This is an optimization exercise on Yosys and OpenROAD, whose aim is small area, a short achievable clock period and few clock cycles, not a production implementation. Where RTL was checked, it was by simulation tests only, not by an equivalence proof against the original.

Setup of v6:
Design mbrtu_server, start of the top module:
module mbrtu_server (
    input  wire         clk,
    input  wire         rst,
    input  wire [7:0]   rx_data,
    input  wire         rx_valid,
    input  wire         rx_last,
    output wire         rx_ready,
    output reg  [7:0]   tx_data,
    output reg          tx_valid,
    output reg          tx_last,
    input  wire         tx_ready,
    input  wire [31:0]  di_in,
    input  wire [127:0] ir_in
);
Size in the first run: roughly 4900 cells after synthesis, roughly 180 I/O pins, ~67000 sq um of cells after synthesis.
Settings: LEC_CHECK=0, CAP_MARGIN=20, CORE_MARGIN=2, CORE_UTILIZATION=40, SLEW_MARGIN=20; clock period 10.0 ns.
run.sh (not shown) runs the stock make flow with config.mk's settings and CLKGATE_MAP_FILE= SYNTH_SCRIPT=/design/flow/synth_recipe.tcl, a recipe that flattens the netlist after the stock synthesis.
Testbench counts of v6, summed over its fixed seeds: cycles 79,906.
Setup changes, v6 to v7
-- flow/design.v --
<<< v6, line 143
    reg [1:0]  ws;
    reg        half;
    reg [15:0] pf;         
    reg        pf_last;    
    reg [31:0] hoh;        
    wire        ld = !tx_valid || tx_ready;
    wire        ho = ld && (g == G_IDLE) && q_v && !ho_block;
>>> v7, line 143
    reg [1:0]  ws;
    reg        half;
    wire        ld = !tx_valid || tx_ready;
    wire        ho = ld && (g == G_IDLE) && q_v && !ho_block;
<<< v6, line 181
    wire [7:0]  bmask = (t_cnt[10:3] != 8'd0) ? 8'hFF : ~(8'hFF << t_cnt[2:0]);
    wire [7:0]  bbyte = bsh[7:0] & bmask;
    integer i;
    reg  [15:0] hr_rd, ir_rd;
    always @(*) begin
        hr_rd = 16'h0000;
        for (i = 0; i < 32; i = i + 1)
            if (hoh[i] && hvld[i])
                hr_rd = hr_rd | hregs[i];
        case (t_aL[2:0])
            3'd0: ir_rd = ir_in[15:0];
>>> v7, line 178
    wire [7:0]  bmask = (t_cnt[10:3] != 8'd0) ? 8'hFF : ~(8'hFF << t_cnt[2:0]);
    wire [7:0]  bbyte = bsh[7:0] & bmask;
    reg  [15:0] hr_rd, ir_rd;
    always @(*) begin
        hr_rd = hvld[t_aL[4:0]] ? hregs[t_aL[4:0]] : 16'h0000;
        case (t_aL[2:0])
            3'd0: ir_rd = ir_in[15:0];
<<< v6, line 200
    end
    wire [15:0] rv = t_fc[2] ? ir_rd : hr_rd;
    wire [15:0] pf_next = t_rb ? {8'h00, bbyte} : rv;
    wire [7:0]  rbyte = half ? pf[7:0] : pf[15:8];
    wire [11:0] t_nb_s = {1'b0, t_cnt[10:0]} + 12'd7;
    reg  [7:0]  b2_byte;
>>> v7, line 193
    end
    wire [15:0] rv = t_fc[2] ? ir_rd : hr_rd;
    wire [7:0]  rbyte = half ? rv[7:0] : rv[15:8];
    wire [11:0] t_nb_s = {1'b0, t_cnt[10:0]} + 12'd7;
    reg  [7:0]  b2_byte;
<<< v6, line 215
    always @(*) begin
        if (t_rb)
            dbyte = pf[7:0];
        else if (t_rr)
            dbyte = rbyte;
>>> v7, line 207
    always @(*) begin
        if (t_rb)
            dbyte = bbyte;
        else if (t_rr)
            dbyte = rbyte;
<<< v6, line 225
            endcase
    end
    wire d_last = t_rb ? pf_last :
                  t_rr ? (half && t_cnt[6:0] == 7'd1) :
                         (ws == 2'd2);
>>> v7, line 217
            endcase
    end
    wire d_last = t_rb ? (t_cnt[10:0] <= 11'd8) :
                  t_rr ? (half && t_cnt[6:0] == 7'd1) :
                         (ws == 2'd2);
<<< v6, line 245
    wire        cm_run = (cm_st == 2'd2);
    wire        cm_fin = cm_run && (cm_wc ? (cm_cr <= 7'd8) : (cm_half && cm_hc == 5'd1));
    always @(posedge clk) begin
        if (rst) begin
>>> v7, line 237
    wire        cm_run = (cm_st == 2'd2);
    wire        cm_fin = cm_run && (cm_wc ? (cm_cr <= 7'd8) : (cm_half && cm_hc == 5'd1));
    integer i;
    always @(posedge clk) begin
        if (rst) begin
<<< v6, line 444
                    t_aH  <= q_aH;
                    t_aL  <= q_aL;
                    for (i = 0; i < 32; i = i + 1)
                        hoh[i] <= (q_aL[4:0] == i);
                    t_cH  <= q_cH;
                    t_cL  <= q_cL;
>>> v7, line 437
                    t_aH  <= q_aH;
                    t_aL  <= q_aL;
                    t_cH  <= q_cH;
                    t_cL  <= q_cL;
<<< v6, line 464
                ws      <= 2'd0;
                half    <= 1'b0;
                pf      <= pf_next;
                pf_last <= (t_cnt[10:0] <= 11'd8);
                if (t_rb) begin
                    t_aL[5:3] <= bq1;
                    {t_cH, t_cL} <= t_cnt - 16'd8;
                end
                g       <= t_exc ? G_CRCL : G_DATA;
            end
>>> v7, line 455
                ws      <= 2'd0;
                half    <= 1'b0;
                g       <= t_exc ? G_CRCL : G_DATA;
            end
<<< v6, line 477
                ws      <= ws + 2'd1;
                half    <= ~half;
                pf      <= pf_next;
                pf_last <= (t_cnt[10:0] <= 11'd8);
                if (t_rb) begin
                    t_aL[5:3] <= bq1;
                    {t_cH, t_cL} <= t_cnt - 16'd8;
                end else if (t_rr && !half) begin
                    t_aL <= t_aL + 8'd1;
                    hoh  <= {hoh[30:0], hoh[31]};
                end else if (t_rr)
                    {t_cH, t_cL} <= t_cnt - 16'd1;
                if (d_last)
                    g <= G_CRCL;
>>> v7, line 462
                ws      <= ws + 2'd1;
                half    <= ~half;
                if (t_rb) begin
                    t_aL[5:3] <= bq1;
                    {t_cH, t_cL} <= t_cnt - 16'd8;
                end else if (t_rr && half) begin
                    t_aL <= t_aL + 8'd1;
                    {t_cH, t_cL} <= t_cnt - 16'd1;
                end
                if (d_last)
                    g <= G_CRCL;
Findings:
- v7: flow completed, timing, DRC and antenna clean
- Diff v6 -> v7: number of sinks on the clock net moved down, end-of-flow core utilization has remained practically unchanged.
- As of v7, via count had fallen by a little under 10% compared to v6.
- Looking at share of layout cells above drive strength 1, v7 sits 4.0 points above v6.
- The non-clock buffer count of v7 is lower than that of v6.
- Of v6 and v7, v7 shows the lower post-synthesis share of cell area spent on and, or, nand and nor gates, with v6 above it.
- v7 vs v6, start point of the critical path: t_aL[0]$_DFFE_PP_ vs rs[1]$_SDFF_PP0_
The RTL of v7 was laid out without a check of its function.

==> what the ideal ports hide <==
The flow's constraints put no driver on any port. The routed layouts listed below were extracted and timed again, unchanged, in two steps.
Step 1 (the two cells are an assumption about what drives the block):
set clk [get_ports {clk}]
set_driving_cell -lib_cell sky130_fd_sc_hd__clkbuf_16 $clk
set_driving_cell -lib_cell sky130_fd_sc_hd__buf_2 [delete_from_list [all_inputs] $clk]
Step 2 moves the port delays by t, midway between the first and last clock arrival at a register: inputs arrive t later, outputs are due t later. That takes back most of the time a late clock gives input paths.
a / b / c = ideal ports / drivers / drivers and shift; a / b = the first two.
| run | t, ns | slack for setup (ns) | slew at the worst register clock pin (ns) |
|---|---|---|---|
| v6 | 0.858 | 5.890 / 5.890 / 5.133 | 0.07 / 0.07 |
| v7 | 0.850 | 4.944 / 4.944 / 4.896 | 0.07 / 0.07 |
After both steps every run listed still meets setup and hold. For v6, which loses most, drivers alone change the setup slack by 0.000 ns; drivers and shift together by -0.757 ns.
